From an optimization exercise on the open Yosys and OpenROAD flow, aimed at small area; shortcuts taken in it are not production practice. Function was checked by simulation only, so behaviour that the tests miss may differ from the original. No run shown here takes its clock network from TritonCTS; it comes from the design's own scripts or RTL. The flow treats the clock pin as an ideal source. Dropping or thinning the clock tree relies on that and would not hold on a real chip. Power and IR drop assume default switching activity.

### design/flow/config.mk
export PLATFORM = sky130hd
export DESIGN_NAME = dhtdec
export DESIGN_NICKNAME = dhtdec
export VERILOG_FILES = /design/flow/design.v
export SDC_FILE = /design/flow/constraint.sdc
export NUM_CORES = 4
export LEC_CHECK = 0
export CAP_MARGIN = 5
export CORE_MARGIN = 2
export CORE_UTILIZATION = 55
export PLACE_DENSITY = 0.75
export SLEW_MARGIN = 5
export SYNTH_HIERARCHICAL = 1
### design/flow/constraint.sdc
create_clock -name core_clock -period 10.0 [get_ports {clk}]
set_input_delay 2.0000 -clock core_clock [delete_from_list [all_inputs] [get_ports {clk}]]
set_output_delay 2.0000 -clock core_clock [all_outputs]
set_load 0.01 [all_outputs]
### design/flow/design.v
module dht_fa (
    input  wire a,
    input  wire b,
    input  wire c,
    output wire s,
    output wire co
);
    assign s  = a ^ b ^ c;
    assign co = (a & b) | (a & c) | (b & c);
endmodule
module dht_ha (
    input  wire a,
    input  wire b,
    output wire s,
    output wire co
);
    assign s  = a ^ b;
    assign co = a & b;
endmodule
module dht_incc #(parameter integer W = 8) (
    input  wire [W-1:0] q,
    input  wire         ci,
    output wire [W-1:0] y
);
    wire [W:0] c;
    assign c[0] = ci;
    genvar i;
    generate
        for (i = 0; i < W - 1; i = i + 1) begin : g
            dht_ha u (.a(q[i]), .b(c[i]), .s(y[i]), .co(c[i+1]));
        end
    endgenerate
    assign y[W-1] = q[W-1] ^ c[W-1];
endmodule
module dht_horner (
    input  wire [7:0] acc,
    input  wire [2:0] n,
    output wire [7:0] y
);
    wire [8:2] k;
    assign y[0] = n[0];
    dht_ha u1 (.a(acc[0]), .b(n[1]), .s(y[1]), .co(k[2]));
    dht_fa u2 (.a(acc[1]), .b(n[2]), .c(k[2]), .s(y[2]), .co(k[3]));
    genvar i;
    generate
        for (i = 3; i < 7; i = i + 1) begin : g
            dht_ha u (.a(acc[i-1]), .b(k[i]), .s(y[i]), .co(k[i+1]));
        end
    endgenerate
    assign y[7] = acc[6] ^ k[7];
endmodule
module dht_pop4 (
    input  wire [3:0] t,
    output wire [2:0] n
);
    wire s, c0, c1;
    dht_fa u0 (.a(t[0]), .b(t[1]), .c(t[2]), .s(s), .co(c0));
    dht_ha u1 (.a(s), .b(t[3]), .s(n[0]), .co(c1));
    dht_ha u2 (.a(c0), .b(c1), .s(n[1]), .co(n[2]));
endmodule
module dht_x10 (
    input  wire [7:0]  x,
    output wire [11:0] y
);
    wire [8:0] c;
    assign y[0] = 1'b0;
    assign y[1] = x[0];
    assign y[2] = x[1];
    dht_ha u0 (.a(x[0]), .b(x[2]), .s(y[3]), .co(c[1]));
    genvar i;
    generate
        for (i = 1; i < 6; i = i + 1) begin : g
            dht_fa u (.a(x[i]), .b(x[i+2]), .c(c[i]), .s(y[i+3]), .co(c[i+1]));
        end
    endgenerate
    dht_ha u6 (.a(x[6]), .b(c[6]), .s(y[9]), .co(c[7]));
    dht_ha u7 (.a(x[7]), .b(c[7]), .s(y[10]), .co(y[11]));
endmodule
module dht_xnor (
    input  wire a,
    input  wire b,
    output wire y
);
    assign y = !(a ^ b);
endmodule
module dht_and (
    input  wire a,
    input  wire b,
    output wire y
);
    assign y = a & b;
endmodule
module dht_ninc #(parameter integer W = 8) (
    input  wire [W-1:0] q,
    output wire [W-1:0] ny
);
    wire [W:0] c;
    assign c[0] = 1'b1;
    assign ny[0] = q[0];
    assign c[1] = q[0];
    genvar i;
    generate
        for (i = 1; i < W; i = i + 1) begin : g
            dht_xnor u (.a(q[i]), .b(c[i]), .y(ny[i]));
            dht_and v (.a(q[i]), .b(c[i]), .y(c[i+1]));
        end
    endgenerate
endmodule
module dht_rate (
    input  wire [21:0] nnow,
    input  wire [21:0] last,
    output wire        lt
);
    localparam [21:0] MIN_PERIOD = 22'd3000000;    
    wire [22:6] c;
    wire [21:6] e;                                 
    wire [22:6] l;
    wire [6:0] lc;
    assign lc[0] = 1'b0;
    genvar i;
    generate
        for (i = 0; i < 6; i = i + 1) begin : gl
            assign lc[i+1] = (nnow[i] & last[i]) | (nnow[i] & lc[i]) | (last[i] & lc[i]);
        end
    endgenerate
    assign c[6] = lc[6];
    assign l[6] = 1'b0;
    generate
        for (i = 6; i < 22; i = i + 1) begin : g
            dht_fa u (.a(nnow[i]), .b(last[i]), .c(c[i]), .s(e[i]), .co(c[i+1]));
            if (MIN_PERIOD[i]) begin : g1
                assign l[i+1] = e[i] | l[i];
            end else begin : g0
                assign l[i+1] = e[i] & l[i];
            end
        end
    endgenerate
    assign lt = l[22];
endmodule
module dht_neg (
    input  wire [14:0] mag,
    input  wire        neg,
    output wire [15:0] y
);
    wire [15:0] q;
    assign q[0] = 1'b0;
    genvar i;
    generate
        for (i = 0; i < 15; i = i + 1) begin : g
            assign y[i]   = mag[i] ^ q[i];
            assign q[i+1] = q[i] | (neg & mag[i]);
        end
    endgenerate
    assign y[15] = q[15];
endmodule
module dht_sel (
    input  wire       cv,
    input  wire [3:0] cmd_op,
    input  wire       variant,
    input  wire       last_ok_valid,
    output wire       rsp_valid,
    output wire       s_res,
    output wire       s_dec0,
    output wire       s_hum1,
    output wire       s_temp1,
    output wire       s_frame,
    output wire       s_time,
    output wire       s_stat
);
    wire ok  = cv & !cmd_op[3];
    wire okv = ok & last_ok_valid;
    assign rsp_valid = ok & (cmd_op[2:1] != 2'b00);
    assign s_res   = ok  & (cmd_op[2:0] == 3'd2);
    assign s_dec0  = okv & !variant & ((cmd_op[2:0] == 3'd3) | (cmd_op[2:0] == 3'd4));
    assign s_hum1  = okv & variant & (cmd_op[2:0] == 3'd3);
    assign s_temp1 = okv & variant & (cmd_op[2:0] == 3'd4);
    assign s_frame = okv & (cmd_op[2:0] == 3'd5);
    assign s_time  = okv & (cmd_op[2:0] == 3'd6);
    assign s_stat  = ok  & (cmd_op[2:0] == 3'd7);
endmodule
module dht_mux8 (
    input  wire       s,
    input  wire [7:0] a,
    input  wire [7:0] b,
    output wire [7:0] y
);
    assign y = s ? a : b;
endmodule
module dht_aor (
    input  wire        s_res,
    input  wire        s_dec0,
    input  wire        s_hum1,
    input  wire        s_temp1,
    input  wire        s_frame,
    input  wire        s_time,
    input  wire        s_stat,
    input  wire [2:0]  last_result,
    input  wire [11:0] x10,
    input  wire [15:0] temp1,
    input  wire [39:0] last_frame,
    input  wire [21:0] last_ok_time,
    input  wire [12:0] status_image,
    output wire [40:0] r
);
    assign r = ({41{s_res}}   & {38'd0, last_result}) |
               ({41{s_dec0}}  & {29'd0, x10}) |
               ({41{s_hum1}}  & {25'd0, last_frame[39:24]}) |
               ({41{s_temp1}} & {{25{temp1[15]}}, temp1}) |
               ({41{s_frame}} & {1'b0, last_frame}) |
               ({41{s_time}}  & {19'd0, last_ok_time}) |
               ({41{s_stat}}  & {28'd0, status_image});
endmodule
module dht_rsp (
    input  wire        cv,
    input  wire [3:0]  cmd_op,
    input  wire        variant,
    input  wire        last_ok_valid,
    input  wire [2:0]  last_result,
    input  wire [39:0] last_frame,
    input  wire [21:0] last_ok_time,
    input  wire [12:0] status_image,
    output wire        rsp_valid,
    output wire [63:0] rsp_data
);
    wire s_res, s_dec0, s_hum1, s_temp1, s_frame, s_time, s_stat;
    dht_sel u_sel (.cv(cv), .cmd_op(cmd_op), .variant(variant), .last_ok_valid(last_ok_valid),
                   .rsp_valid(rsp_valid), .s_res(s_res), .s_dec0(s_dec0), .s_hum1(s_hum1),
                   .s_temp1(s_temp1), .s_frame(s_frame), .s_time(s_time), .s_stat(s_stat));
    wire [7:0] x10_in;
    dht_mux8 u_xm (.s(cmd_op[0]), .a(last_frame[39:32]), .b(last_frame[23:16]), .y(x10_in));
    wire [11:0] x10;
    dht_x10 u_x10 (.x(x10_in), .y(x10));
    wire [15:0] temp1;
    dht_neg u_neg (.mag(last_frame[22:8]), .neg(last_frame[23]), .y(temp1));
    wire [40:0] r;
    dht_aor u_aor (.s_res(s_res), .s_dec0(s_dec0), .s_hum1(s_hum1), .s_temp1(s_temp1),
                   .s_frame(s_frame), .s_time(s_time), .s_stat(s_stat),
                   .last_result(last_result), .x10(x10), .temp1(temp1), .last_frame(last_frame),
                   .last_ok_time(last_ok_time), .status_image(status_image), .r(r));
    assign rsp_data = {{23{r[40]}}, r};
endmodule
module dhtdec (
    input  wire        clk,
    input  wire        rst,         
    input  wire        variant,     
    input  wire        pin_i,       
    output wire        pin_o,
    output wire        pin_oe,
    output wire        pin_pu,
    input  wire        cmd_valid,
    input  wire [3:0]  cmd_op,
    output wire [1:0]  cmd_ack,
    output wire        rsp_valid,
    output wire [63:0] rsp_data,
    output wire        done_valid,
    output wire [2:0]  done_code,
    output wire        busy
);
    localparam [6:0] TP = 7'b0101010;
    localparam [6:0] T0 = 7'b0111011;
    reg [3:0]  phase;
    reg [6:0]  tq;
    reg [7:0]  thi;
    reg [31:0] bits;
    reg [7:0]  acc;
    reg        mism;
    reg [2:0]  last_result;
    reg [39:0] last_frame;
    reg [21:0] last_ok_time;
    reg        last_ok_valid;
    reg        rate_limited;
    reg [21:0] now;
    wire [6:0] t = tq ^ TP;
    wire [5:0] bitidx = thi[5:0];      
    wire idle   = (phase == 4'd0);
    wire ph1    = (phase == 4'd1);
    wire ph2    = (phase == 4'd2);
    wire ph3    = (phase == 4'd3);
    wire ph4    = (phase == 4'd4);
    wire ph5    = (phase == 4'd5);
    wire ph6    = (phase == 4'd6);
    wire ph7    = (phase == 4'd7);
    wire ph8    = (phase == 4'd8);
    wire ph9    = (phase == 4'd9);
    wire ph10   = (phase == 4'd10);
    wire t_29  = t[0] & t[3] & !t[4] & t[5] & !t[6];
    wire t_39  = !t[0] & !t[2] & !t[4];
    wire t_40  = t[0] & !t[3] & !t[5];
    wire t_100 = !t[0] & !t[1] & !t[2] & !t[3] & !t[5] & !t[6];
    wire t_75  = !t[1] & !t[2] & !t[4] & !t[6];
    wire t_50  = !t[2] & t[3] & !t[4] & !t[6];
    wire t_92  = !t[0] & !t[1] & !t[4] & !t[5] & !t[6];
    wire t_94  = !t[0] & !t[1] & !t[2] & !t[3] & !t[6];
    wire wrap  = (t == 7'b0011101);                  
    wire t_low11 = thi[7] & thi[3] & thi[2] & thi[0] & t_92;
    wire t_low22 = thi[3] & thi[2] & thi[1] & thi[0] & t_94;
    wire hit_low  = variant ? t_low22 : t_low11;
    wire is_wait  = ph4 | ph5 | ph6 | ph7 | ph9;
    wire wait_lvl = ph4 | ph6 | ph9;
    wire exit_w   = is_wait & (pin_i != wait_lvl);
    wire hit      = ph1 |
                    (ph2 & hit_low) |
                    (ph3 & t_29) |
                    (ph4 & t_40) |
                    ((ph5 | ph6) & t_100) |
                    (ph7 & t_75) |
                    (ph8 & t_39) |
                    (ph9 & t_50);
    wire timed    = ph1 | ph2 | ph3 | ph8;
    wire adv_t    = timed & hit;
    wire fail     = is_wait & !exit_w & hit;
    wire last_bit = bitidx[5] & bitidx[2] & bitidx[1] & bitidx[0];    
    wire sample   = ph8 & hit;
    wire       rot = ph8 & bitidx[5] & (bitidx[2:0] == 3'd0) & !t[1] & !t[6];
    wire [2:0] pop;
    dht_pop4 u_pop (.t({bits[31], bits[23], bits[15], bits[7]}), .n(pop));
    wire [2:0] acc_n = rot ? pop : {2'b00, acc[7]};
    wire [7:0] acc_next;
    dht_horner u_hor (.acc(acc), .n(acc_n), .y(acc_next));
    wire bad_bit = pin_i ^ acc[7];
    wire [21:0] nnow_inc;                           
    dht_ninc #(.W(22)) u_ninc (.q(now), .ny(nnow_inc));
    wire lt_next;
    dht_rate u_rate (.nnow(nnow_inc), .last(last_ok_time), .lt(lt_next));
    wire        cv       = cmd_valid & !rst;
    wire        read_cmd = cmd_valid & (cmd_op == 4'd1);
    wire        start    = read_cmd & idle & !rate_limited;
    wire        cmd_done = cv & (cmd_op == 4'd1) & idle & rate_limited;
    wire        csum_ok  = !mism;
    wire        seq_done = fail | ph10;
    wire        commit   = ph10 & csum_ok;
    wire [2:0]  seq_code = ph10 ? (csum_ok ? 3'd0 : 3'd5) :
                           ph4 ? 3'd1 : ph5 ? 3'd2 : ph6 ? 3'd3 : 3'd4;
    reg [3:0] phase_n;
    always @(*) begin
        case (phase)
            4'd0:    phase_n = start ? 4'd1 : 4'd0;
            4'd1:    phase_n = 4'd2;
            4'd2:    phase_n = hit ? 4'd3 : 4'd2;
            4'd3:    phase_n = hit ? 4'd4 : 4'd3;
            4'd4:    phase_n = exit_w ? 4'd5 : hit ? 4'd0 : 4'd4;
            4'd5:    phase_n = exit_w ? 4'd6 : hit ? 4'd0 : 4'd5;
            4'd6:    phase_n = exit_w ? 4'd7 : hit ? 4'd0 : 4'd6;
            4'd7:    phase_n = exit_w ? 4'd8 : hit ? 4'd0 : 4'd7;
            4'd8:    phase_n = hit ? 4'd9 : 4'd8;
            4'd9:    phase_n = exit_w ? (last_bit ? 4'd10 : 4'd7) : hit ? 4'd0 : 4'd9;
            default: phase_n = 4'd0;
        endcase
    end
    wire [7:0] thi_next;
    dht_incc #(.W(8)) u_hinc (.q(thi), .ci((ph2 & wrap) | (ph9 & exit_w & !last_bit)), .y(thi_next));
    wire [6:0] t_n = (idle | adv_t | exit_w) ? T0 : {t[5:0], t[0] ^ t[6]};
    always @(posedge clk) begin
        tq <= t_n ^ TP;
        if ((sample & !bitidx[5]) | rot) bits <= {bits[30:0], rot ? bits[31] : pin_i};
        if (rot | (sample & bitidx[5]))  acc <= acc_next;
        if (sample & bitidx[5])  mism <= bad_bit | (mism & (bitidx[2:0] != 3'd0));
        if (commit) begin
            last_frame   <= {bits[7:0], bits[31:8], acc};
            last_ok_time <= now;
        end
        if (rst) begin
            phase         <= 4'd0;
            thi           <= 8'd0;
            last_result   <= 3'd0;
            last_ok_valid <= 1'b0;
            rate_limited  <= 1'b0;
            now           <= 22'd0;
        end else begin
            now    <= ~nnow_inc;
            phase  <= phase_n;
            thi    <= (seq_done | (ph2 & hit)) ? 8'd0 : thi_next;
            if (seq_done)
                last_result <= seq_code;
            if (commit)
                last_ok_valid <= 1'b1;
            rate_limited <= commit | (last_ok_valid & lt_next);
        end
    end
    dht_rsp u_rsp (.cv(cv), .cmd_op(cmd_op), .variant(variant), .last_ok_valid(last_ok_valid),
                   .last_result(last_result), .last_frame(last_frame), .last_ok_time(last_ok_time),
                   .status_image({bitidx & {6{!ph2}}, phase, variant, last_ok_valid, !idle}),
                   .rsp_valid(rsp_valid), .rsp_data(rsp_data));
    assign cmd_ack = !cv ? 2'd0 :
                     cmd_op[3] ? 2'd3 :
                     ((cmd_op[2:0] == 3'd1) & !idle) ? 2'd2 : 2'd1;
    assign done_valid = !rst & (seq_done | cmd_done);
    assign done_code  = rst ? 3'd0 : seq_done ? seq_code : cmd_done ? last_result : 3'd0;
    assign pin_oe = ph1 | ph2 | ph3;
    assign pin_o  = !ph2;
    assign pin_pu = 1'b1;
    assign busy   = !idle;
endmodule
### design/flow/flow/run.sh
#!/bin/bash
# Own layout flow: the standard ORFS flow (standard.sh, with its
# standard synthesis), with these changes:
#  - ports get the smallest buffer (buf_1) instead of ORFS's pick;
#  - before clock tree synthesis, combinational cells are set to their
#    smallest size (the later timing repair sizes up where needed);
#  - the clock tree is built by flow/my_cts.tcl (one root buffer and
#    CTS_NLEAF leaf buffers over location clusters of the flip-flops) in
#    place of TritonCTS, and flow/post_cts.tcl strengthens any leaf buffer
#    whose flip-flops would see a clock slew above CTS_SLEW_TARGET (ns).
# The output of the whole flow goes to standard.log here; each ORFS step
# also keeps its own log under orfs/logs/.
set -euo pipefail
export BUFFER_PORTS_ARGS="-buffer_cell sky130_fd_sc_hd__buf_1"
export PRE_CTS_TCL="$PWD/flow/my_cts.tcl"
export POST_CTS_TCL="$PWD/flow/post_cts.tcl"
export CTS_NLEAF=8
export CTS_LEAFBUF=sky130_fd_sc_hd__clkbuf_8
export CTS_ROOTBUF=sky130_fd_sc_hd__clkbuf_16
export CTS_SLEW_TARGET=0.118
bash standard.sh > standard.log 2>&1
### design/flow/flow/my_cts.tcl
# Sourced as PRE_CTS_TCL by ORFS's cts.tcl.
#
# 1. Combinational cells are set to their smallest drive strength (the
#    timing repair that cts.tcl and the later steps run sizes up again
#    where a path needs it).
#

set n 0
foreach inst [get_cells *] {
  set m [get_property $inst ref_name]
  if {[regexp {df|tap|buf|conb|fill|decap|diode|clkinv|dly} $m]} { continue }
  if {![regexp {^(sky130_fd_sc_hd__\w+)_([0-9]+)$} $m -> base d]} { continue }
  if {$d <= 1} { continue }
  set a [get_property [get_lib_cells */$m] area]
  foreach s {0 1} {
    set c [get_lib_cells -quiet */${base}_$s]
    if {$c ne "" && [get_property $c area] < $a} {
      replace_cell $inst $c
      incr n
      break
    }
  }
}
puts "downsize: $n cells"

set nleaf   [expr {[info exists ::env(CTS_NLEAF)] ? $::env(CTS_NLEAF) : 4}]
set leafbuf [expr {[info exists ::env(CTS_LEAFBUF)] ? $::env(CTS_LEAFBUF) : "sky130_fd_sc_hd__clkbuf_8"}]
set rootbuf [expr {[info exists ::env(CTS_ROOTBUF)] ? $::env(CTS_ROOTBUF) : ""}]

set db    [ord::get_db]
set block [ord::get_db_block]
set clk   [$block findNet clk]
$clk setSigType CLOCK

# sinks and their positions
set sinks {}
foreach it [$clk getITerms] {
  set inst [$it getInst]
  set box  [$inst getBBox]
  set x [expr {([$box xMin] + [$box xMax]) / 2.0}]
  set y [expr {([$box yMin] + [$box yMax]) / 2.0}]
  lappend sinks [list $it $x $y]
}
set n [llength $sinks]
puts "my_cts: $n clock sinks, $nleaf leaf buffers ($leafbuf)"

# clusters by recursive bisection: each set is cut across its longer side,
# in proportion to the number of leaves each part gets
proc bisect {items k} {
  if {$k <= 1} { return [list $items] }
  set xs {}; set ys {}
  foreach s $items { lappend xs [lindex $s 1]; lappend ys [lindex $s 2] }
  set xs [lsort -real $xs]; set ys [lsort -real $ys]
  set w [expr {[lindex $xs end] - [lindex $xs 0]}]
  set h [expr {[lindex $ys end] - [lindex $ys 0]}]
  set idx [expr {$w >= $h ? 1 : 2}]
  set sorted [lsort -real -index $idx $items]
  set k1 [expr {$k / 2}]
  set k2 [expr {$k - $k1}]
  set n [llength $sorted]
  set cut [expr {int(round(double($n) * $k1 / $k))}]
  return [concat [bisect [lrange $sorted 0 [expr {$cut - 1}]] $k1] \
                 [bisect [lrange $sorted $cut end] $k2]]
}
set idxd {}
set i 0
foreach s $sinks { lappend idxd [list $i [lindex $s 1] [lindex $s 2]]; incr i }
set groups [bisect $idxd $nleaf]
set assign [lrepeat $n 0]
set cx {}; set cy {}; set cnt {}
set k 0
foreach g $groups {
  set sx 0.0; set sy 0.0
  foreach s $g { lset assign [lindex $s 0] $k; set sx [expr {$sx + [lindex $s 1]}]; set sy [expr {$sy + [lindex $s 2]}] }
  lappend cx [expr {$sx / [llength $g]}]; lappend cy [expr {$sy / [llength $g]}]; lappend cnt [llength $g]
  incr k
}
puts "my_cts: cluster sizes $cnt"

# the tree
set lmaster [$db findMaster $leafbuf]
set src $clk
if {$rootbuf ne ""} {
  set rmaster [$db findMaster $rootbuf]
  set rinst [odb::dbInst_create $block $rmaster "clkbuf_root"]
  set rnet  [odb::dbNet_create $block "clknet_root"]
  $rnet setSigType CLOCK
  [$rinst findITerm A] connect $clk
  [$rinst findITerm X] connect $rnet
  set rx 0.0; set ry 0.0
  for {set k 0} {$k < $nleaf} {incr k} { set rx [expr {$rx + [lindex $cx $k]}]; set ry [expr {$ry + [lindex $cy $k]}] }
  $rinst setLocation [expr {int($rx / $nleaf)}] [expr {int($ry / $nleaf)}]
  $rinst setPlacementStatus PLACED
  set src $rnet
}
set nets {}
for {set k 0} {$k < $nleaf} {incr k} {
  set inst [odb::dbInst_create $block $lmaster "clkbuf_leaf_$k"]
  set net  [odb::dbNet_create $block "clknet_leaf_$k"]
  $net setSigType CLOCK
  lappend nets $net
  $inst setLocation [expr {int([lindex $cx $k])}] [expr {int([lindex $cy $k])}]
  $inst setPlacementStatus PLACED
}
set i 0
foreach s $sinks {
  set it [lindex $s 0]
  set net [lindex $nets [lindex $assign $i]]
  $it disconnect
  $it connect $net
  incr i
}
for {set k 0} {$k < $nleaf} {incr k} {
  set inst [$block findInst "clkbuf_leaf_$k"]
  [$inst findITerm A] connect $src
  [$inst findITerm X] connect [lindex $nets $k]
}

# skip TritonCTS; the rest of cts.tcl runs on this tree
proc clock_tree_synthesis {args} {
  puts "my_cts: TritonCTS skipped"
  set_propagated_clock [all_clocks]
}
### design/flow/flow/post_cts.tcl
# Sourced as POST_CTS_TCL by ORFS's cts.tcl, after its legalisation and
# timing repair: a leaf clock buffer whose flip-flop clock pins would see
# too slow a slew is swapped for the next stronger clock buffer.
set limit [expr {[info exists ::env(CTS_SLEW_TARGET)] ? $::env(CTS_SLEW_TARGET) : 0.105}]
estimate_parasitics -placement
set changed 0
foreach c [get_cells clkbuf_leaf_*] {
  set x [get_pins -of_objects $c -filter "direction==output"]
  set mx 0
  foreach p [get_pins -of_objects [get_nets -of_objects $x] -filter "direction==input"] {
    set s [get_property $p slew_max]
    if {$s > $mx} { set mx $s }
  }
  if {$mx > $limit} {
    set m [get_property $c ref_name]
    set up [string map {clkbuf_8 clkbuf_16 clkbuf_4 clkbuf_8 clkbuf_2 clkbuf_4} $m]
    if {$up ne $m} {
      puts "post_cts: [get_name $c] slew [format %.3f $mx] > $limit: $m -> $up"
      replace_cell $c [get_lib_cells */$up]
      incr changed
    }
  }
}
if {$changed} {
  detailed_placement
  check_placement -verbose
  estimate_parasitics -placement
}
set mx 0
foreach p [get_pins -hierarchical */CLK] { set s [get_property $p slew_max]; if {$s > $mx} { set mx $s } }
puts "post_cts: max flip-flop clock slew [format %.3f $mx]"
### design/flow/standard.sh
#!/bin/bash
# synth_recipe.tcl (not shown) runs the flow's synth.tcl, then flattens the netlist and writes it again
# the make line also repeats each setting of config.mk as NAME=value (left out here)
make -C /OpenROAD-flow-scripts/flow DESIGN_CONFIG=/design/flow/config.mk WORK_HOME=/design/flow/orfs CLKGATE_MAP_FILE= SYNTH_SCRIPT=/design/flow/synth_recipe.tcl "${@:-finish}"
==> PnR_summary.wiki, run 1 <==
{| class="wikitable"
! Metric !! Value
|-
| Core occupancy in the finished layout || 57.6%
|-
| CP endpoint kind || flip-flop
|-
| DIE WIDTH || 123 um
|-
| Post-detailed-route wirelength per cell || 19.1 um
|-
| Sum of negative setup slack || 0 ns
|-
| Number of antenna violations at the first check in global routing || 0
|-
| RePlAce Congestion || 0.881
|-
| Power Dens Cells || 119 nW/um^2
|-
| Most common flop cell mapped by yosys || sky130_fd_sc_hd__edfxtp_1
|-
| Total routed wirelength || 16800 um
|-
| Count of fill cells added during filler insertion || 1173
|-
| Clock latency on the worst-skew pair || 0.37 ns
|-
| Die footprint || 15100 um^2
|-
| Crit path required time || 10.24 ns
|-
| Combined global-route utilization of all metal layers || 22.0%
|-
| Part of the power in the clock network || 28.7%
|-
| Drt via density || 5.88
|-
| Wire length on met2 || 8390 um
|-
| Clock-pin transition on the worst setup and hold timing paths || 0.12 ns
|-
| Worst Setup Path Type || flip-flop to flip-flop
|-
| Wire length of the first global-routing pass || 26100 um
|-
| Cell types with the largest area share after synthesis || sky130_fd_sc_hd__edfxtp_1 (40%), sky130_fd_sc_hd__dfxtp_1 (12%), sky130_fd_sc_hd__fa_1 (5.9%)
|-
| Via count of the first global-routing pass || 5082
|-
| First-pass iteration count of the detailed router || 7
|-
| Critical path data arrival time || 8.84 ns
|-
| Worst-case clock skew || 0.0268 ns
|-
| Register bit count reported by yosys || 149
|-
| Portion of the post-synthesis area used by sequential elements || 51.7%
|-
| Vert. Die Dim || 123 um
|-
| Hold violation count in the final report || 0
|-
| Count of antenna-violating nets left after detailed routing || 0
|-
| Net count reported at finish || 754
|-
| CP startpoint kind || flip-flop
|-
| Post-synth top area share || 39.8%
|-
| Library cell with the largest summed area after synthesis || sky130_fd_sc_hd__edfxtp_1
|-
| Number of diodes || 0
|-
| Floorplan Core Area || 13800 um^2
|-
| Vias post-DR || 5190
|-
| Switching share of total power || 20.0%
|-
| Area occupied by multi-input gates || 3160 um^2
|-
| Total overflow reported by the global router || 0
|-
| Leakage || 0.00267 uW
|-
| Number of maximum-capacitance violations || 0
|-
| Max-slew violation total from the final report || 0
|-
| Power share of the sequential group || 68.8%
|-
| Slack of the worst reg-to-reg path || 1.40 ns
|-
| Total area of sequential cells || 4010 um^2
|-
| Instance count of the mapped netlist || 664
|-
| Average instance area after synthesis || 11.7 um^2
|-
| Critical register-to-register path startpoint || now[0]
|-
| Synth warn || 7
|-
| Cell Rows || 43
|-
| Residual DRC || 0
|-
| Count of flip-flops with a built-in enable after synthesis || 103
|-
| Share of flip-flops with an asynchronous set or reset || 0%
|-
| HP Class || flip-flop to flip-flop
|-
| Amount of wire on met3 after detailed routing || 938 um
|-
| Largest fanout on the critical path || 5
|-
| Worst Min Path Start || bits[29]
|-
| Min Hold Slack || 0.444 ns
|-
| RSZ-0062 raised after global routing || no
|-
| Area delta synth->final || 2.50%
|-
| Proportion of layout cells with a drive suffix above 1 || 3.70%
|-
| Mapped Nets || 713
|-
| Internal cell power || 760 uW
|-
| Maximum number of pins on one net before global-route repair || 65
|-
| PortBufs || 82
|-
| Outcome || complete, no violations
|-
| Post-synth design cell area || 7760 um^2
|-
| Largest vdd supply drop || 113 uV
|-
| Max-slew headroom || 19.1%
|-
| Highest metal layer used by the detailed router || met4
|-
| Initial Util || 56.2%
|-
| Share of the clock period used by the worst path || 86.0%
|-
| Routed metal-1 wire length || 7030 um
|-
| Number of top-level design ports || 84
|-
| Number of DRC markers after the initial detailed-route iteration || 583
|-
| Unique masters post-synth || 74
|-
| Transition time of the tightest slew-check pin || 1.20 ns
|-
| CP startpoint || now[0]
|-
| DPL Wire Length || 12500 um
|-
| Net switching power || 190 uW
|-
| Combinational group share of total power || 2.6%
|-
| Final min period || 8.60 ns
|-
| Upper clock frequency limit || 116 MHz
|-
| Setup-violating endpoint count in the final report || 0
|}
-- per-module statistics from Yosys, one instance, submodules excluded, excerpt --
module | area, um^2 | copies in the design
dht_mux8 | 131 | 1
dht_rate | 124 | 1
dht_rsp | 173 | 1
dht_xnor | 8.76 | 21
dht_x10 | 26.3 | 1
dhtdec | 5210 | 1
dht_ha | 12.5 | 17
dht_and | 6.26 | 20
dht_horner | 16.3 | 1
dht_aor | 701 | 1
dht_neg | 278 | 1
dht_fa | 20.0 | 23
dht_sel | 105 | 1
-- per-stage QoR --
step	std cells	total power, uW	instance area [um^2]	setup WS [ns]
finish	883	950	7960	1.40
floorplan	664	687	7760	1.92
global placement	874	692	7990	1.73
detailed placement	874	694	7990	1.41
global route	883	977	7960	1.05
-- placed cells by master, fill, tap and decap left out, drive strengths merged, types with 23 or more instances in the layout --
| cell | netlist | layout |
|---|---|---|
| edfxtp | 103 | 103 |
| buf | 49 | 90 |
| nand2 | 69 | 69 |
| nor2 | 50 | 50 |
| a22oi | 46 | 46 |
| dfxtp | 46 | 46 |
| xnor2 | 38 | 38 |
| and2 | 31 | 31 |
| fa | 23 | 23 |
-- sequential cells by signal (all words and copies together) (netlist names) --
| signal | cells |
|---|---|
| last_ok_valid | 1 |
| tq | 7 |
| last_result | 3 |
| acc | 8 |
| bits | 32 |
| rate_limited | 1 |
| last_ok_time | 22 |
| phase | 4 |
| thi | 8 |
| mism | 1 |
| now | 22 |
| last_frame | 40 |
-- final cells by class --
type | instances | area share, %
buffer | 9 | 1.84
sequential | 149 | 50.4
tap | 180 | 2.83
timing repair buffer | 90 | 4.62
multi-input combinational | 442 | 39.7
inverter | 13 | 0.613
-- Yosys cell counts (4+ instances only) --
master / n
sky130_fd_sc_hd__fa_1: 23
sky130_fd_sc_hd__nor2_1: 50
sky130_fd_sc_hd__mux2_4: 8
sky130_fd_sc_hd__nand3_1: 17
sky130_fd_sc_hd__buf_2: 13
sky130_fd_sc_hd__a222oi_1: 4
sky130_fd_sc_hd__nand2_1: 68
sky130_fd_sc_hd__a21oi_1: 15
sky130_fd_sc_hd__ha_1: 17
sky130_fd_sc_hd__and2_1: 31
sky130_fd_sc_hd__dfxtp_1: 46
sky130_fd_sc_hd__clkbuf_1: 11
sky130_fd_sc_hd__buf_6: 5
sky130_fd_sc_hd__inv_1: 12
sky130_fd_sc_hd__a31oi_1: 10
sky130_fd_sc_hd__o21ai_0: 11
sky130_fd_sc_hd__nand4_1: 6
sky130_fd_sc_hd__buf_4: 30
sky130_fd_sc_hd__xnor2_1: 38
sky130_fd_sc_hd__nor2b_1: 12
sky130_fd_sc_hd__edfxtp_1: 103
sky130_fd_sc_hd__nand2b_1: 5
sky130_fd_sc_hd__a22oi_1: 46
sky130_fd_sc_hd__or3_1: 4
sky130_fd_sc_hd__nor3_1: 6
sky130_fd_sc_hd__nor4_1: 5
-- worst paths after layout --
path              cells past startpoint              to
hold / removal                        0  last_frame[29]
setup / recovery                     27    rate_limited
hold reg to reg                       0  last_frame[29]
setup reg to reg                     27    rate_limited
-- power groups by stage --
| stage | Clock, uW | Sequential [uW] | Combinational [uW] |
|---|---|---|---|
| 3_3_place_gp | 0 | 668 | 24.5 |
| 6_report | 272 | 654 | 24.3 |
| 3_5_place_dp | 0 | 668 | 25.7 |
| 5_1_grt | 297 | 654 | 26.2 |
| 2_1_floorplan | 0 | 667 | 19.8 |
-- logic make-up after synthesis --
| logic type | count (synthesis) | synth area share (%) |
|---|---|---|
| xor+xnor | 40 | 4.51 |
| simple gates | 230 | 15.5 |
| fa+ha+maj | 40 | 8.67 |
| compound gates | 118 | 11.7 |
| other cells | 2 | 0.0967 |
| mux | 12 | 2.11 |
| buf+inv | 73 | 5.67 |
| flops | 149 | 51.7 |
-- critical path, cell delays in order, from the launching register on --
cell,delay (ns)
sky130_fd_sc_hd__dfxtp_1,0.43
sky130_fd_sc_hd__and2_1,0.18
sky130_fd_sc_hd__and2_1,0.17
sky130_fd_sc_hd__and2_1,0.17
sky130_fd_sc_hd__and2_1,0.16
sky130_fd_sc_hd__xnor2_1,0.13
sky130_fd_sc_hd__o21ai_0,0.19
sky130_fd_sc_hd__o22ai_1,0.12
sky130_fd_sc_hd__fa_1,0.39
sky130_fd_sc_hd__fa_1,0.41
sky130_fd_sc_hd__fa_1,0.40
sky130_fd_sc_hd__fa_1,0.39
sky130_fd_sc_hd__fa_1,0.38
sky130_fd_sc_hd__fa_1,0.38
sky130_fd_sc_hd__fa_1,0.39
sky130_fd_sc_hd__fa_1,0.40
sky130_fd_sc_hd__fa_1,0.39
sky130_fd_sc_hd__fa_1,0.39
sky130_fd_sc_hd__fa_1,0.39
sky130_fd_sc_hd__fa_1,0.39
sky130_fd_sc_hd__fa_1,0.40
sky130_fd_sc_hd__fa_1,0.40
sky130_fd_sc_hd__fa_1,0.41
sky130_fd_sc_hd__fa_1,0.46
sky130_fd_sc_hd__nor4_1,0.19
sky130_fd_sc_hd__a31oi_1,0.13
sky130_fd_sc_hd__a21oi_1,0.15
sky130_fd_sc_hd__nor2_1,0.05
-- per-layer routing --
| layer | up-vias | GRT usage, % |
|---|---|---|
| met1 | 2541 | 29.8 |
| met3 | 32 | 1.86 |
| met4 | 0 | 5.53 |
| li1 | 2441 | - |
| met2 | 176 | 38.4 |
| met5 | - | 0 |
==> run 2, diff against run 1 <==
--- a/design/flow/config.mk
+++ b/design/flow/config.mk
@@ -7,3 +7,3 @@
 export LEC_CHECK = 0
-export CAP_MARGIN = 5
+export CAP_MARGIN = 20
 export CORE_MARGIN = 2
@@ -11,3 +11,3 @@
 export PLACE_DENSITY = 0.75
-export SLEW_MARGIN = 5
+export SLEW_MARGIN = 20
 export SYNTH_HIERARCHICAL = 1
==> PnR_summary.wiki, run 2 <==
{| class="wikitable"
! Metric !! Value
|-
| Outcome || complete, no violations
|-
| Drt via density || 5.87 (about the same)
|-
| Most common flop cell mapped by yosys || sky130_fd_sc_hd__edfxtp_1
|-
| Total routed wirelength || 16900 um (+0.31%)
|-
| Worst-case clock skew || 0.0260 ns (-0.000765 ns)
|-
| Endpoint of the worst hold path || last_frame[29]
|-
| Synth warn || 7 (unchanged)
|-
| Post-synth top area share || 39.8% (unchanged)
|-
| Critical register-to-register path startpoint || now[0]
|-
| Number of cells on the worst hold path || 0 (unchanged)
|-
| Sum of negative setup slack || 0 ns (unchanged)
|-
| Library cell with the largest summed area after synthesis || sky130_fd_sc_hd__edfxtp_1
|-
| Portion of the post-synthesis area used by sequential elements || 51.7% (unchanged)
|-
| Initial Util || 56.2% (unchanged)
|-
| Post-synth design cell area || 7760 um^2 (unchanged)
|-
| Setup-violating endpoint count in the final report || 0 (unchanged)
|-
| Final min period || 8.62 ns (+0.0207 ns)
|-
| Cell type of the slowest stage on the worst timing path || sky130_fd_sc_hd__fa_1
|-
| Max reg flops || 40 (unchanged)
|-
| Number of maximum-capacitance violations || 0 (unchanged)
|-
| Average instance area after synthesis || 11.7 um^2 (unchanged)
|-
| Crit path required time || 10.25 ns (about the same)
|-
| Most used standard cell by instance count after synthesis || sky130_fd_sc_hd__edfxtp_1
|-
| Vias post-DR || 5191 (+0.019%)
|-
| Max-slew violation total from the final report || 0 (unchanged)
|-
| Post-route worst setup slack || 1.38 ns (-0.0207 ns)
|-
| Combined global-route utilization of all metal layers || 22.0% (unchanged)
|-
| Number of antenna violations at the first check in global routing || 0 (unchanged)
|-
| Largest fanout on the critical path || 5 (unchanged)
|-
| Cell Rows || 43 (unchanged)
|-
| RSZ-0062 raised after global routing || no
|-
| Maximum number of pins on one net before global-route repair || 65 (unchanged)
|-
| First-pass iteration count of the detailed router || 8 (+1)
|-
| Worst Setup Path Type || flip-flop to flip-flop
|-
| Register with the most flip-flops || last_frame
|-
| Kind of cell adding the most delay to the critical path || adder cells
|-
| Area delta synth->final || 2.76%
|-
| Clock-pin transition on the worst setup and hold timing paths || 0.12 ns (about the same)
|-
| Register bit count reported by yosys || 149 (unchanged)
|-
| Share of flip-flops with an asynchronous set or reset || 0% (unchanged)
|-
| Unique masters post-synth || 74 (unchanged)
|-
| DPL Wire Length || 12500 um (unchanged)
|-
| Transition time of the tightest slew-check pin || 0.962 ns (-0.241 ns)
|-
| Most frequent standard cell in the layout excluding fill and tap cells || sky130_fd_sc_hd__edfxtp_1
|-
| Worst slack at placement || 1.41 ns (unchanged)
|-
| Slack of the worst reg-to-reg path || 1.38 ns (-0.02 ns)
|-
| Via count of the first global-routing pass || 5082 (unchanged)
|-
| Most frequent cells after synthesis || sky130_fd_sc_hd__edfxtp_1 (103), sky130_fd_sc_hd__nand2_1 (68), sky130_fd_sc_hd__nor2_1 (50)
|-
| Die footprint || 15100 um^2 (unchanged)
|-
| Number of DRC markers after the initial detailed-route iteration || 562 (-3.6%)
|-
| RePlAce Congestion || 0.881 (unchanged)
|-
| Leakage || 0.00268 uW (+0.22%)
|-
| Buffers and inverters on the worst path || 0 (unchanged)
|-
| Worst reg2reg path endpoint || rate_limited
|-
| Largest stage delay, worst path || 0.46 ns (about the same)
|-
| Clock latency on the worst-skew pair || 0.37 ns (about the same)
|-
| Proportion of layout cells with a drive suffix above 1 || 4.26% (+0.56 points)
|-
| DIE WIDTH || 123 um (unchanged)
|-
| HP Class || flip-flop to flip-flop
|-
| Post-detailed-route wirelength per cell || 19.1 um (+0.20%)
|-
| Largest vdd supply drop || 113 uV (about the same)
|-
| Net count reported at finish || 755 (+0.13%)
|-
| Floorplan Core Area || 13800 um^2 (unchanged)
|-
| Upper clock frequency limit || 116 MHz (-0.24%)
|-
| Critical path data arrival time || 8.86 ns (+0.02 ns)
|-
| Hold violation count in the final report || 0 (unchanged)
|-
| Cell types with the largest area share after synthesis || sky130_fd_sc_hd__edfxtp_1 (40%), sky130_fd_sc_hd__dfxtp_1 (12%), sky130_fd_sc_hd__fa_1 (5.9%)
|-
| Largest registers || last_frame (40), bits (32)
|-
| Share of the clock period used by the worst path || 86.2% (+0.21 points)
|-
| Instance count of the mapped netlist || 664 (unchanged)
|-
| Residual DRC || 0 (unchanged)
|-
| Cell occurring most often along the worst timing path || sky130_fd_sc_hd__fa_1
|-
| CP startpoint kind || flip-flop
|-
| CP endpoint kind || flip-flop
|-
| Count of flip-flops with a built-in enable after synthesis || 103 (unchanged)
|-
| Number of diodes || 0 (unchanged)
|-
| Max-slew headroom || 35.8% (+17 points)
|-
| Mapped Nets || 713 (unchanged)
|-
| Number of top-level design ports || 84 (unchanged)
|-
| Wire length of the first global-routing pass || 26100 um (unchanged)
|-
| Count of antenna-violating nets left after detailed routing || 0 (unchanged)
|-
| Total overflow reported by the global router || 0 (unchanged)
|-
| Worst Min Path Start || bits[29]
|-
| Most frequent cells in the layout || sky130_fd_sc_hd__edfxtp_1 (103), sky130_fd_sc_hd__buf_1 (82), sky130_fd_sc_hd__nand2_1 (69)
|-
| Power Dens Cells || 119 nW/um^2 (-0.16%)
|-
| Number of cells on the worst reg-to-reg path || 27 (unchanged)
|-
| PortBufs || 82 (unchanged)
|-
| Vert. Die Dim || 123 um (unchanged)
|}
==> run 2: through the flow <==
step                area (um^2)  power (uW)  hold slack [ns]  util [%]  instances
floorplan                  7760         687            0.414         -        664
detailed placement         7990         694            0.431      57.8        874
global route               7980         977            0.452      57.7        884
finish                     7980         951            0.443      57.7        884
global placement           7990         692            0.425      57.8        874
==> run 2: power breakdown <==
group / switching [uW] / internal, uW / total (uW)
clock network: 173 / 100 / 273
logic: 16.1 / 8.43 / 24.6
registers: 1.94 / 652 / 654
==> run 2: logic make-up after synthesis <==
group                    synth area share [%]
flip-flops                               51.7
AND/OR/NAND/NOR                          15.5
XOR/XNOR                                 4.51
multiplexers                             2.11
buffers and inverters                    5.67
other                                  0.0967
adder cells (fa/ha/maj)                  8.67
AO/OA/AOI/OAI                            11.7
==> run 2: cell type report <==
class | instances | area, um^2
fillers | 1174 | 5850
flip-flops and latches | 149 | 4010
multi-input cells | 442 | 3170
repair buffers | 91 | 373
well taps | 180 | 225
plain buffers | 9 | 146
inverters | 13 | 48.8
==> run 2: metal layers <==
layer	GRT usage, %	routed length, um	vias up
met1	29.8	7100	2536
met3	1.86	931	34
met4	5.53	478	0
met5	0	0	-
met2	38.4	8370	177
li1	-	-	2444
==> run 2: Yosys stat by module (local to each module, per instance), a selection <==
module	cell area (um^2)	cells	flip-flops and latches	copies in the design
dht_rate	124	20	0	1
dht_rsp	173	23	0	1
dht_fa	20.0	1	0	23
dht_ha	12.5	1	0	17
dht_horner	16.3	2	0	1
dht_sel	105	17	0	1
dht_neg	278	40	0	1
dht_and	6.26	1	0	20
dht_x10	26.3	4	0	1
dht_mux8	131	9	0	1
dht_aor	701	124	0	1
dhtdec	5210	342	149	1
dht_xnor	8.76	1	0	21
==> run 2: worst max path at each step <==
stage | start | cells after the start | end | slack (ns)
floorplan | now[1] | 27 | rate_limited | 1.92
global placement | now[0] | 27 | rate_limited | 1.73
detailed placement | now[0] | 27 | rate_limited | 1.41
global route | now[0] | 27 | rate_limited | 1.05
finish | now[0] | 27 | rate_limited | 1.38
==> run 3, diff against run 2 <==
--- a/design/flow/design.v
+++ b/design/flow/design.v
@@ -160,2 +160,3 @@
     input  wire       last_ok_valid,
+    input  wire       ph2,
     output wire       rsp_valid,
@@ -167,3 +168,4 @@
     output wire       s_time,
-    output wire       s_stat
+    output wire       s_stat,
+    output wire       s_statb
 );
@@ -179,2 +181,3 @@
     assign s_stat  = ok  & (cmd_op[2:0] == 3'd7);
+    assign s_statb = s_stat & !ph2;      
 endmodule
@@ -196,2 +199,3 @@
     input  wire        s_stat,
+    input  wire        s_statb,
     input  wire [2:0]  last_result,
@@ -210,3 +214,4 @@
                ({41{s_time}}  & {19'd0, last_ok_time}) |
-               ({41{s_stat}}  & {28'd0, status_image});
+               ({41{s_stat}}  & {35'd0, status_image[6:0]}) |
+               ({41{s_statb}} & {28'd0, status_image[12:7], 7'd0});
 endmodule
@@ -221,2 +226,3 @@
     input  wire [12:0] status_image,
+    input  wire        ph2,
     output wire        rsp_valid,
@@ -224,6 +230,6 @@
 );
-    wire s_res, s_dec0, s_hum1, s_temp1, s_frame, s_time, s_stat;
+    wire s_res, s_dec0, s_hum1, s_temp1, s_frame, s_time, s_stat, s_statb;
     dht_sel u_sel (.cv(cv), .cmd_op(cmd_op), .variant(variant), .last_ok_valid(last_ok_valid),
-                   .rsp_valid(rsp_valid), .s_res(s_res), .s_dec0(s_dec0), .s_hum1(s_hum1),
-                   .s_temp1(s_temp1), .s_frame(s_frame), .s_time(s_time), .s_stat(s_stat));
+                   .ph2(ph2), .rsp_valid(rsp_valid), .s_res(s_res), .s_dec0(s_dec0), .s_hum1(s_hum1),
+                   .s_temp1(s_temp1), .s_frame(s_frame), .s_time(s_time), .s_stat(s_stat), .s_statb(s_statb));
     wire [7:0] x10_in;
@@ -236,3 +242,3 @@
     dht_aor u_aor (.s_res(s_res), .s_dec0(s_dec0), .s_hum1(s_hum1), .s_temp1(s_temp1),
-                   .s_frame(s_frame), .s_time(s_time), .s_stat(s_stat),
+                   .s_frame(s_frame), .s_time(s_time), .s_stat(s_stat), .s_statb(s_statb),
                    .last_result(last_result), .x10(x10), .temp1(temp1), .last_frame(last_frame),
@@ -381,3 +387,3 @@
                    .last_result(last_result), .last_frame(last_frame), .last_ok_time(last_ok_time),
-                   .status_image({bitidx & {6{!ph2}}, phase, variant, last_ok_valid, !idle}),
+                   .status_image({bitidx, phase, variant, last_ok_valid, !idle}), .ph2(ph2),
                    .rsp_valid(rsp_valid), .rsp_data(rsp_data));
--- a/design/flow/flow/run.sh
+++ b/design/flow/flow/run.sh
@@ -18,3 +18,3 @@
 export CTS_LEAFBUF=sky130_fd_sc_hd__clkbuf_8
-export CTS_ROOTBUF=sky130_fd_sc_hd__clkbuf_16
+export CTS_ROOTBUF=sky130_fd_sc_hd__clkbuf_8
 export CTS_SLEW_TARGET=0.118
--- a/design/flow/config.mk
+++ b/design/flow/config.mk
@@ -7,3 +7,3 @@
 export LEC_CHECK = 0
-export CAP_MARGIN = 20
+export CAP_MARGIN = 5
 export CORE_MARGIN = 2
@@ -11,3 +11,3 @@
 export PLACE_DENSITY = 0.75
-export SLEW_MARGIN = 20
+export SLEW_MARGIN = 5
 export SYNTH_HIERARCHICAL = 1
==> PnR_summary.wiki, run 3 <==
{| class="wikitable"
! Metric !! Value
|-
| Outcome || complete, no violations
|-
| Proportion of layout cells with a drive suffix above 1 || 3.73% (-0.53 points)
|-
| Final min period || 8.55 ns (-0.0637 ns)
|-
| Max-slew violation total from the final report || 0 (unchanged)
|-
| Instance count of the mapped netlist || 659 (-0.75%)
|-
| Number of maximum-capacitance violations || 0 (unchanged)
|-
| Clock-pin transition on the worst setup and hold timing paths || 0.11 ns (about the same)
|-
| GR Layer Usage met1 || 31.8% (+2.1 points)
|-
| Vert. Die Dim || 122 um (-0.54%)
|-
| Main combinational cell family by area after synthesis || simple AND/OR/NAND/NOR gates
|-
| Share of the clock period used by the worst path || 85.5% (-0.64 points)
|-
| Number of antenna violations at the first check in global routing || 0 (unchanged)
|-
| PortBufs || 82 (unchanged)
|-
| Synth warn || 7 (unchanged)
|-
| Via count of the first global-routing pass || 5150 (+1.3%)
|-
| Leakage || 0.00265 uW (-0.80%)
|-
| Post-synth top area share || 40.3% (+0.45 points)
|-
| CP endpoint kind || flip-flop
|-
| Number of cells on the worst hold path || 1 (+1)
|-
| Worst reg2reg path endpoint || rate_limited
|-
| Critical path data arrival time || 8.86 ns (about the same)
|-
| Multiplexer fraction of the synthesized cell area || 1.99% (-0.12 points)
|-
| RePlAce Congestion || 0.889 (+0.89%)
|-
| Most frequent cells in the layout || sky130_fd_sc_hd__edfxtp_1 (103), sky130_fd_sc_hd__buf_1 (82), sky130_fd_sc_hd__nand2_1 (67)
|-
| Power Dens Cells || 119 nW/um^2 (-0.44%)
|-
| Number of DRC markers after the initial detailed-route iteration || 592 (+5.3%)
|-
| Core occupancy in the finished layout || 57.5% (-0.22 points)
|-
| HP Class || flip-flop to flip-flop
|-
| Largest vdd supply drop || 99.7 uV (-12%)
|-
| Portion of the post-synthesis area used by sequential elements || 52.3% (+0.58 points)
|-
| Count of antenna-violating nets left after detailed routing || 0 (unchanged)
|-
| Residual DRC || 0 (unchanged)
|-
| DIE WIDTH || 122 um (-0.54%)
|-
| Max-slew headroom || 18.9% (-17 points)
|-
| Synth Area in Simple Gates || 15.3% (-0.20 points)
|-
| Met3 global-route usage || 1.92% (+0.061 points)
|-
| Upper clock frequency limit || 117 MHz (+0.75%)
|-
| First-pass iteration count of the detailed router || 6 (-2)
|-
| Unique masters post-synth || 74 (unchanged)
|-
| Most frequent cells after synthesis || sky130_fd_sc_hd__edfxtp_1 (103), sky130_fd_sc_hd__nand2_1 (65), sky130_fd_sc_hd__nor2_1 (52)
|-
| Global routing met2 resource utilization || 40.1% (+1.7 points)
|-
| Most crowded layer after global routing || met2
|-
| Min Hold Slack || 0.446 ns (+0.00275 ns)
|-
| Largest fanout on the critical path || 5 (unchanged)
|-
| Post-synth design cell area || 7680 um^2 (-1.1%)
|-
| Drt via density || 5.97 (+1.7%)
|-
| Most frequent standard cell in the layout excluding fill and tap cells || sky130_fd_sc_hd__edfxtp_1
|-
| Register with the most flip-flops || last_frame
|-
| Endpoint of the worst hold path || tq[2]
|-
| Count of fill cells added during filler insertion || 1189 (+1.3%)
|-
| Maximum number of pins on one net before global-route repair || 65 (unchanged)
|-
| Hold violation count in the final report || 0 (unchanged)
|-
| Slack of the worst reg-to-reg path || 1.45 ns (+0.06 ns)
|-
| Largest registers || last_frame (40), bits (32)
|-
| Floorplan Core Area || 13800 um^2 (-0.39%)
|-
| Critical register-to-register path startpoint || now[0]
|-
| Crit path required time || 10.31 ns (+0.06 ns)
|-
| Post-Synth Adder-Cell Area || 8.77% (+0.097 points)
|-
| Average instance area after synthesis || 11.7 um^2 (-0.36%)
|-
| Mapped Nets || 708 (-0.70%)
|-
| Wire length of the first global-routing pass || 27200 um (+4.3%)
|-
| Vias post-DR || 5235 (+0.85%)
|-
| Post-synthesis compound-gate area fraction || 11.5% (-0.21 points)
|-
| Share of flip-flops with an asynchronous set or reset || 0% (unchanged)
|-
| Number of cells on the worst reg-to-reg path || 26 (-3.7%)
|-
| Cell types with the largest area share after synthesis || sky130_fd_sc_hd__edfxtp_1 (40%), sky130_fd_sc_hd__dfxtp_1 (12%), sky130_fd_sc_hd__fa_1 (6.0%)
|-
| Die footprint || 14900 um^2 (-1.1%)
|-
| Post-detailed-route wirelength per cell || 19.9 um (+4.0%)
|-
| Post-layout power || 940 uW (-1.2%)
|-
| Sum of negative setup slack || 0 ns (unchanged)
|-
| Clock latency on the worst-skew pair || 0.41 ns (+0.04 ns)
|-
| Worst Min Path Start || tq[1]
|-
| Total overflow reported by the global router || 0 (unchanged)
|-
| RSZ-0062 raised after global routing || no
|-
| Register bit count reported by yosys || 149 (unchanged)
|-
| Transition time of the tightest slew-check pin || 1.21 ns (+0.251 ns)
|-
| Net count reported at finish || 748 (-0.93%)
|-
| Worst Setup Path Type || flip-flop to flip-flop
|-
| Total routed wirelength || 17400 um (+3.1%)
|-
| Cell Rows || 43 (unchanged)
|-
| Setup-violating endpoint count in the final report || 0 (unchanged)
|-
| Parity-gate share of the synthesized area counting xor and xnor cells || 4.56% (+0.051 points)
|-
| Most used standard cell by instance count after synthesis || sky130_fd_sc_hd__edfxtp_1
|-
| Max reg flops || 40 (unchanged)
|-
| Library cell with the largest summed area after synthesis || sky130_fd_sc_hd__edfxtp_1
|-
| Count of flip-flops with a built-in enable after synthesis || 103 (unchanged)
|-
| Number of top-level design ports || 84 (unchanged)
|-
| Area delta synth->final || 3.11%
|-
| Number of diodes || 0 (unchanged)
|-
| Worst-case clock skew || 0.0223 ns (-0.00378 ns)
|-
| DPL Wire Length || 13000 um (+4.1%)
|-
| CP startpoint kind || flip-flop
|-
| Combined global-route utilization of all metal layers || 23.3% (+1.2 points)
|-
| Initial Util || 55.8% (-0.41 points)
|-
| Most common flop cell mapped by yosys || sky130_fd_sc_hd__edfxtp_1
|}
## run 3: cell count changes after synthesis, moves of 3 or more
cell and change:
sky130_fd_sc_hd__o21ai_0 +3, sky130_fd_sc_hd__nor2b_1 -5, sky130_fd_sc_hd__nand2_1 -3, sky130_fd_sc_hd__nor3_1 +3
sky130_fd_sc_hd__nand2b_1 +5, sky130_fd_sc_hd__nand3_1 +6, sky130_fd_sc_hd__a21oi_1 -6, sky130_fd_sc_hd__inv_1 -4
sky130_fd_sc_hd__nand4_1 -3, sky130_fd_sc_hd__a31oi_1 -5
## run 3: metrics by stage
step / setup WS [ns] / std cells / cell area (um^2)
after floorplan: 1.94 / 659 / 7680
after global placement: 1.76 / 868 / 7890
after detailed placement: 1.42 / 868 / 7890
after global routing: 1.09 / 877 / 7920
final: 1.45 / 877 / 7920
## run 3: worst max path at each step
stage | slack [ns] | to | start
after floorplan | 1.94 | rate_limited | now[1]
final | 1.45 | rate_limited | now[0]
after global routing | 1.09 | rate_limited | now[0]
after global placement | 1.76 | rate_limited | now[0]
after detailed placement | 1.42 | rate_limited | now[0]
## run 3: metal layers
layer	vias to the layer above	share of wire (%)
li1	2428	-
met1	2575	42
met2	200	50
met3	32	5.5
met4	0	2.8
met5	-	0
## run 3: power by group
part / switching (uW) / internal (uW)
Clock: 171 / 90.7
Combinational: 15.5 / 8.58
Sequential: 1.75 / 652
## run 3: cell families (layout without fill, tap and decap cells)
| group | Yosys count | count (layout) |
|---|---|---|
| AND/OR/NAND/NOR | 231 | 231 |
| flip-flops | 149 | 149 |
| buffers and inverters | 69 | 107 |
| AO/OA/AOI/OAI | 117 | 117 |
| XOR/XNOR | 40 | 40 |
| other | 2 | 2 |
| adder cells (fa/ha/maj) | 40 | 40 |
| multiplexers | 11 | 11 |
## run 3: critical path: stages (launching register included)
cell and delay, ns:
sky130_fd_sc_hd__dfxtp_1 0.41, sky130_fd_sc_hd__and2_1 0.18, sky130_fd_sc_hd__and2_1 0.16, sky130_fd_sc_hd__and2_1 0.19, sky130_fd_sc_hd__and2_1 0.17, sky130_fd_sc_hd__xnor2_1 0.12, sky130_fd_sc_hd__o21ai_0 0.17, sky130_fd_sc_hd__o22ai_1 0.12
sky130_fd_sc_hd__fa_1 0.39, sky130_fd_sc_hd__fa_1 0.40, sky130_fd_sc_hd__fa_1 0.39, sky130_fd_sc_hd__fa_1 0.40, sky130_fd_sc_hd__fa_1 0.39, sky130_fd_sc_hd__fa_1 0.39, sky130_fd_sc_hd__fa_1 0.39, sky130_fd_sc_hd__fa_1 0.40
sky130_fd_sc_hd__fa_1 0.39, sky130_fd_sc_hd__fa_1 0.39, sky130_fd_sc_hd__fa_1 0.40, sky130_fd_sc_hd__fa_1 0.40, sky130_fd_sc_hd__fa_1 0.42, sky130_fd_sc_hd__fa_1 0.39, sky130_fd_sc_hd__fa_1 0.42, sky130_fd_sc_hd__fa_1 0.47
sky130_fd_sc_hd__nor4_1 0.18, sky130_fd_sc_hd__a31oi_1 0.12, sky130_fd_sc_hd__o21a_1 0.19
## run 3: area by class of cell
class	count	area, um^2	area share [%]
sequential	149	4010	50.7
multi-input combinational	441	3150	39.8
buffer	9	135	1.71
tap	180	225	2.84
timing repair buffer	88	353	4.46
inverter	10	37.5	0.474
## run 3: modules after synthesis (local to each module, per instance), a selection
module    copies in the design  cells inside  area (um^2)
dht_fa                      23             1         20.0
dht_rsp                      1            23          173
dht_rate                     1            20          124
dht_xnor                    21             1         8.76
dht_neg                      1            40          278
dhtdec                       1           337         5120
dht_sel                      1            18          109
dht_mux8                     1             9          131
dht_ha                      17             1         12.5
dht_x10                      1             4         26.3
==> run 4, diff against run 3 <==
--- a/design/flow/flow/my_cts.tcl
+++ b/design/flow/flow/my_cts.tcl
@@ -77,2 +77,64 @@
 }
+
+# refinement: balanced k-means (each cluster at most ceil(n/k) sinks) from
+# the bisection's centres; kept if its worst cluster is smaller, measured
+# as sinks + 0.2 per um of bounding box half-perimeter
+proc worst {sinks assign nleaf} {
+  set w 0
+  for {set k 0} {$k < $nleaf} {incr k} {
+    set xs {}; set ys {}
+    set i 0
+    foreach s $sinks { if {[lindex $assign $i] == $k} { lappend xs [lindex $s 1]; lappend ys [lindex $s 2] }; incr i }
+    if {[llength $xs] == 0} continue
+    set xs [lsort -real $xs]; set ys [lsort -real $ys]
+    set m [expr {[llength $xs] + 0.2e-3 * ([lindex $xs end] - [lindex $xs 0] + [lindex $ys end] - [lindex $ys 0])}]
+    if {$m > $w} { set w $m }
+  }
+  return $w
+}
+set best_assign $assign
+set best_w [worst $sinks $assign $nleaf]
+puts "my_cts: bisection worst cluster [format %.1f $best_w]"
+set cap [expr {int(ceil(double($n) / $nleaf))}]
+set kassign $assign
+for {set iter 0} {$iter < 30} {incr iter} {
+  set cand {}
+  set i 0
+  foreach s $sinks {
+    set ds {}
+    for {set k 0} {$k < $nleaf} {incr k} {
+      lappend ds [list $k [expr {abs([lindex $s 1] - [lindex $cx $k]) + abs([lindex $s 2] - [lindex $cy $k])}]]
+    }
+    set ds [lsort -real -index 1 $ds]
+    lappend cand [list $i $ds [expr {[lindex $ds 1 1] - [lindex $ds 0 1]}]]
+    incr i
+  }
+  set cand [lsort -real -decreasing -index 2 $cand]
+  set kc [lrepeat $nleaf 0]
+  set new [lrepeat $n 0]
+  foreach c $cand {
+    foreach d [lindex $c 1] {
+      set k [lindex $d 0]
+      if {[lindex $kc $k] < $cap} { lset kc $k [expr {[lindex $kc $k] + 1}]; lset new [lindex $c 0] $k; break }
+    }
+  }
+  set sx [lrepeat $nleaf 0.0]; set sy [lrepeat $nleaf 0.0]
+  set i 0
+  foreach s $sinks {
+    set k [lindex $new $i]
+    lset sx $k [expr {[lindex $sx $k] + [lindex $s 1]}]; lset sy $k [expr {[lindex $sy $k] + [lindex $s 2]}]
+    incr i
+  }
+  for {set k 0} {$k < $nleaf} {incr k} {
+    if {[lindex $kc $k] > 0} { lset cx $k [expr {[lindex $sx $k] / [lindex $kc $k]}]; lset cy $k [expr {[lindex $sy $k] / [lindex $kc $k]}] }
+  }
+  set w [worst $sinks $new $nleaf]
+  if {$w < $best_w} { set best_w $w; set best_assign $new; set best_cx $cx; set best_cy $cy; set best_cnt $kc }
+  if {$new eq $kassign} break
+  set kassign $new
+}
+if {$best_assign ne $assign} {
+  set assign $best_assign; set cx $best_cx; set cy $best_cy; set cnt $best_cnt
+  puts "my_cts: k-means refinement kept, worst cluster [format %.1f $best_w]"
+}
 puts "my_cts: cluster sizes $cnt"
--- a/design/flow/config.mk
+++ b/design/flow/config.mk
@@ -9,4 +9,4 @@
 export CORE_MARGIN = 2
-export CORE_UTILIZATION = 55
-export PLACE_DENSITY = 0.75
+export CORE_UTILIZATION = 65
+export PLACE_DENSITY = 0.8
 export SLEW_MARGIN = 5
==> PnR_summary.wiki, run 4 <==
{| class="wikitable"
! Metric !! Value
|-
| Count of antenna-violating nets left after detailed routing || 0 (unchanged)
|-
| Number of diodes || 0 (unchanged)
|-
| Wire length of the first global-routing pass || 26900 um (-1.3%)
|-
| Floorplan Core Area || 11500 um^2 (-17%)
|-
| First-pass iteration count of the detailed router || 6 (unchanged)
|-
| Worst reg2reg path endpoint || rate_limited
|-
| Die footprint || 12700 um^2 (-15%)
|-
| Unique masters post-synth || 74 (unchanged)
|-
| Number of DRC markers after the initial detailed-route iteration || 716 (+21%)
|-
| CP startpoint || now[0]
|-
| Vert. Die Dim || 113 um (-7.7%)
|-
| Net count reported at finish || 748 (unchanged)
|-
| Average instance area after synthesis || 11.7 um^2 (unchanged)
|-
| Cell types with the largest area share after synthesis || sky130_fd_sc_hd__edfxtp_1 (40%), sky130_fd_sc_hd__dfxtp_1 (12%), sky130_fd_sc_hd__fa_1 (6.0%)
|-
| Post-route worst setup slack || 1.49 ns (+0.0447 ns)
|-
| Most used standard cell by instance count after synthesis || sky130_fd_sc_hd__edfxtp_1
|-
| Number of antenna violations at the first check in global routing || 0 (unchanged)
|-
| Post-synth top area share || 40.3% (unchanged)
|-
| Register with the most flip-flops || last_frame
|-
| Library cell with the largest summed area after synthesis || sky130_fd_sc_hd__edfxtp_1
|-
| Min Hold Slack || 0.452 ns (+0.00566 ns)
|-
| Cell Rows || 39 (-9.3%)
|-
| RePlAce Congestion || 0.909 (+2.2%)
|-
| Most frequent cells after synthesis || sky130_fd_sc_hd__edfxtp_1 (103), sky130_fd_sc_hd__nand2_1 (65), sky130_fd_sc_hd__nor2_1 (52)
|-
| Proportion of layout cells with a drive suffix above 1 || 3.59% (-0.14 points)
|-
| Count of flip-flops with a built-in enable after synthesis || 103 (unchanged)
|-
| Most frequent cells in the layout || sky130_fd_sc_hd__edfxtp_1 (103), sky130_fd_sc_hd__buf_1 (82), sky130_fd_sc_hd__nand2_1 (67)
|-
| CP startpoint kind || flip-flop
|-
| RSZ-0062 raised after global routing || no
|-
| Critical register-to-register path startpoint || now[0]
|-
| Residual DRC || 0 (unchanged)
|-
| HP Class || flip-flop to flip-flop
|-
| Most frequent standard cell in the layout excluding fill and tap cells || sky130_fd_sc_hd__edfxtp_1
|-
| Register bit count reported by yosys || 149 (unchanged)
|-
| Critical path data arrival time || 8.82 ns (-0.04 ns)
|-
| Largest fanout on the critical path || 5 (unchanged)
|-
| Max reg flops || 40 (unchanged)
|-
| Total routed wirelength || 16900 um (-2.9%)
|-
| Mapped Nets || 708 (unchanged)
|-
| DIE WIDTH || 113 um (-7.7%)
|-
| Final min period || 8.51 ns (-0.0447 ns)
|-
| Initial Util || 67.0% (+11 points)
|-
| Upper clock frequency limit || 118 MHz (+0.52%)
|-
| Net switching power || 187 uW (-0.91%)
|-
| Portion of the post-synthesis area used by sequential elements || 52.3% (unchanged)
|-
| Internal cell power || 742 uW (-1.1%)
|-
| Max-slew headroom || 17.1% (-1.8 points)
|-
| Number of cells on the worst reg-to-reg path || 26 (unchanged)
|-
| Maximum number of pins on one net before global-route repair || 65 (unchanged)
|-
| Switching share of total power || 20.1% (+0.035 points)
|-
| Number of top-level design ports || 84 (unchanged)
|-
| Share of flip-flops with an asynchronous set or reset || 0% (unchanged)
|-
| Total overflow reported by the global router || 0 (unchanged)
|-
| Combinational group share of total power || 2.6% (about the same)
|-
| Post-detailed-route wirelength per cell || 20.1 um (+1.4%)
|-
| Worst slack at placement || 1.46 ns (+0.0442 ns)
|-
| Worst-case clock skew || 0.0116 ns (-0.0107 ns)
|-
| Transition time of the tightest slew-check pin || 1.24 ns (+0.0268 ns)
|-
| Most common flop cell mapped by yosys || sky130_fd_sc_hd__edfxtp_1
|-
| Total instance count after detailed placement || 831 (-4.3%)
|-
| Outcome || complete, no violations
|-
| Max-slew violation total from the final report || 0 (unchanged)
|-
| Power share of the sequential group || 70.3% (+0.8 points)
|-
| Non-Filler Instances || 840 (-4.2%)
|-
| Combined global-route utilization of all metal layers || 26.1% (+2.8 points)
|-
| DPL Wire Length || 12400 um (-4.3%)
|-
| Drt via density || 6.26 (+4.8%)
|-
| Largest registers || last_frame (40), bits (32)
|-
| Setup-violating endpoint count in the final report || 0 (unchanged)
|-
| Critical Path Sink || rate_limited
|-
| Synth warn || 7 (unchanged)
|}
-- run 4: cell counts after synthesis --
Identical to the previous run, type by type.
-- run 4: Yosys stat by module, one instance, submodules excluded, excerpt --
module	cell area [um^2]	cells inside	copies in the design
dht_rsp	173	23	1
dht_mux8	131	9	1
dht_fa	20.0	1	23
dht_x10	26.3	4	1
dht_sel	109	18	1
dht_horner	16.3	2	1
dhtdec	5120	337	1
dht_rate	124	20	1
dht_neg	278	40	1
dht_aor	701	123	1
-- run 4: worst min path at each step --
stage	startpoint	to	slack [ns]	cells past startpoint
2_1_floorplan	tq[3]	tq[4]	0.40	1
3_3_place_gp	tq[1]	tq[2]	0.42	1
3_5_place_dp	bits[19]	last_frame[19]	0.43	0
5_1_grt	bits[29]	bits[30]	0.47	0
6_report	bits[6]	bits[7]	0.45	0
-- run 4: metal layers --
layer / share of wire (%) / track usage, % / wire [um] / vias to the layer above
met2: 51 / 45.6 / 8550 / 240
met3: 6.9 / 2.89 / 1160 / 29
met5: 0 / 0 / 0 / -
li1: - / - / - / 2434
met1: 40 / 36.0 / 6840 / 2554
met4: 2.1 / 5.12 / 359 / 0
-- run 4: kinds of logic (layout without fill, tap and decap cells) --
logic type	count (synthesis)	in the layout	share of synthesized area, %
and+or+nand+nor	231	231	15.3
buffers and inverters	69	107	5.47
xor gates and xnor gates	40	40	4.56
adders and majority gates	40	40	8.77
other	2	2	0.0978
muxes	11	11	1.99
AOI/OAI and AO/OA	117	117	11.5
DFF	149	149	52.3
-- run 4: critical path: stages, from the launching register on --
cell and delay (ns):
sky130_fd_sc_hd__dfxtp_1 0.42, sky130_fd_sc_hd__and2_1 0.19, sky130_fd_sc_hd__and2_1 0.17, sky130_fd_sc_hd__and2_1 0.16, sky130_fd_sc_hd__and2_1 0.17, sky130_fd_sc_hd__xnor2_1 0.13
sky130_fd_sc_hd__o21ai_0 0.18, sky130_fd_sc_hd__o22ai_1 0.12, sky130_fd_sc_hd__fa_1 0.38, sky130_fd_sc_hd__fa_1 0.38, sky130_fd_sc_hd__fa_1 0.38, sky130_fd_sc_hd__fa_1 0.39
sky130_fd_sc_hd__fa_1 0.38, sky130_fd_sc_hd__fa_1 0.40, sky130_fd_sc_hd__fa_1 0.40, sky130_fd_sc_hd__fa_1 0.41, sky130_fd_sc_hd__fa_1 0.40, sky130_fd_sc_hd__fa_1 0.39
sky130_fd_sc_hd__fa_1 0.39, sky130_fd_sc_hd__fa_1 0.40, sky130_fd_sc_hd__fa_1 0.40, sky130_fd_sc_hd__fa_1 0.40, sky130_fd_sc_hd__fa_1 0.40, sky130_fd_sc_hd__fa_1 0.49
sky130_fd_sc_hd__nor4_1 0.18, sky130_fd_sc_hd__a31oi_1 0.12, sky130_fd_sc_hd__o21a_1 0.19
-- run 4: power groups by stage --
stage / logic, uW / registers (uW) / clock network [uW]
floorplan: 19.4 / 667 / 0
global placement: 24.2 / 667 / 0
detailed placement: 25.3 / 668 / 0
global route: 27.0 / 654 / 277
finish: 24.6 / 654 / 251
-- run 4: final cells by class --
type	instances	area (um^2)
flip-flops and latches	149	4010
fillers	859	3610
multi-input cells	441	3150
repair buffers	88	353
well taps	143	179
plain buffers	9	124
inverters	10	37.5
-- run 4: stage by stage --
stage,cell area (um^2),power [uW]
after floorplan,7680,686
after global placement,7850,692
after detailed placement,7850,693
after global routing,7860,958
final,7860,929

==> re-timing with driven ports <==
The flow's constraints put no driver on any port. The routed layouts listed below were extracted and timed again, unchanged, in two steps. Step 1 sets driving cells, clkbuf_16 on the clock port and buf_2 on the other inputs (assumed; they add their load-dependent delay and slew). Step 2, shift: input delay + t, output delay - t, t = (earliest + latest rising clock arrival at the registers) / 2. This alone moves slack from input paths to output paths. a / b / c = no drivers / after step 1 / after step 2; a / b = the first two.
run	shift t [ns]	setup WS [ns]
run 1	0.390	1.404 / 1.404 / 1.404
run 2	0.393	1.383 / 1.383 / 1.383
run 3	0.433	1.447 / 1.447 / 1.447
run 4	0.441	1.492 / 1.492 / 1.492
After both steps every run listed still meets setup and hold.
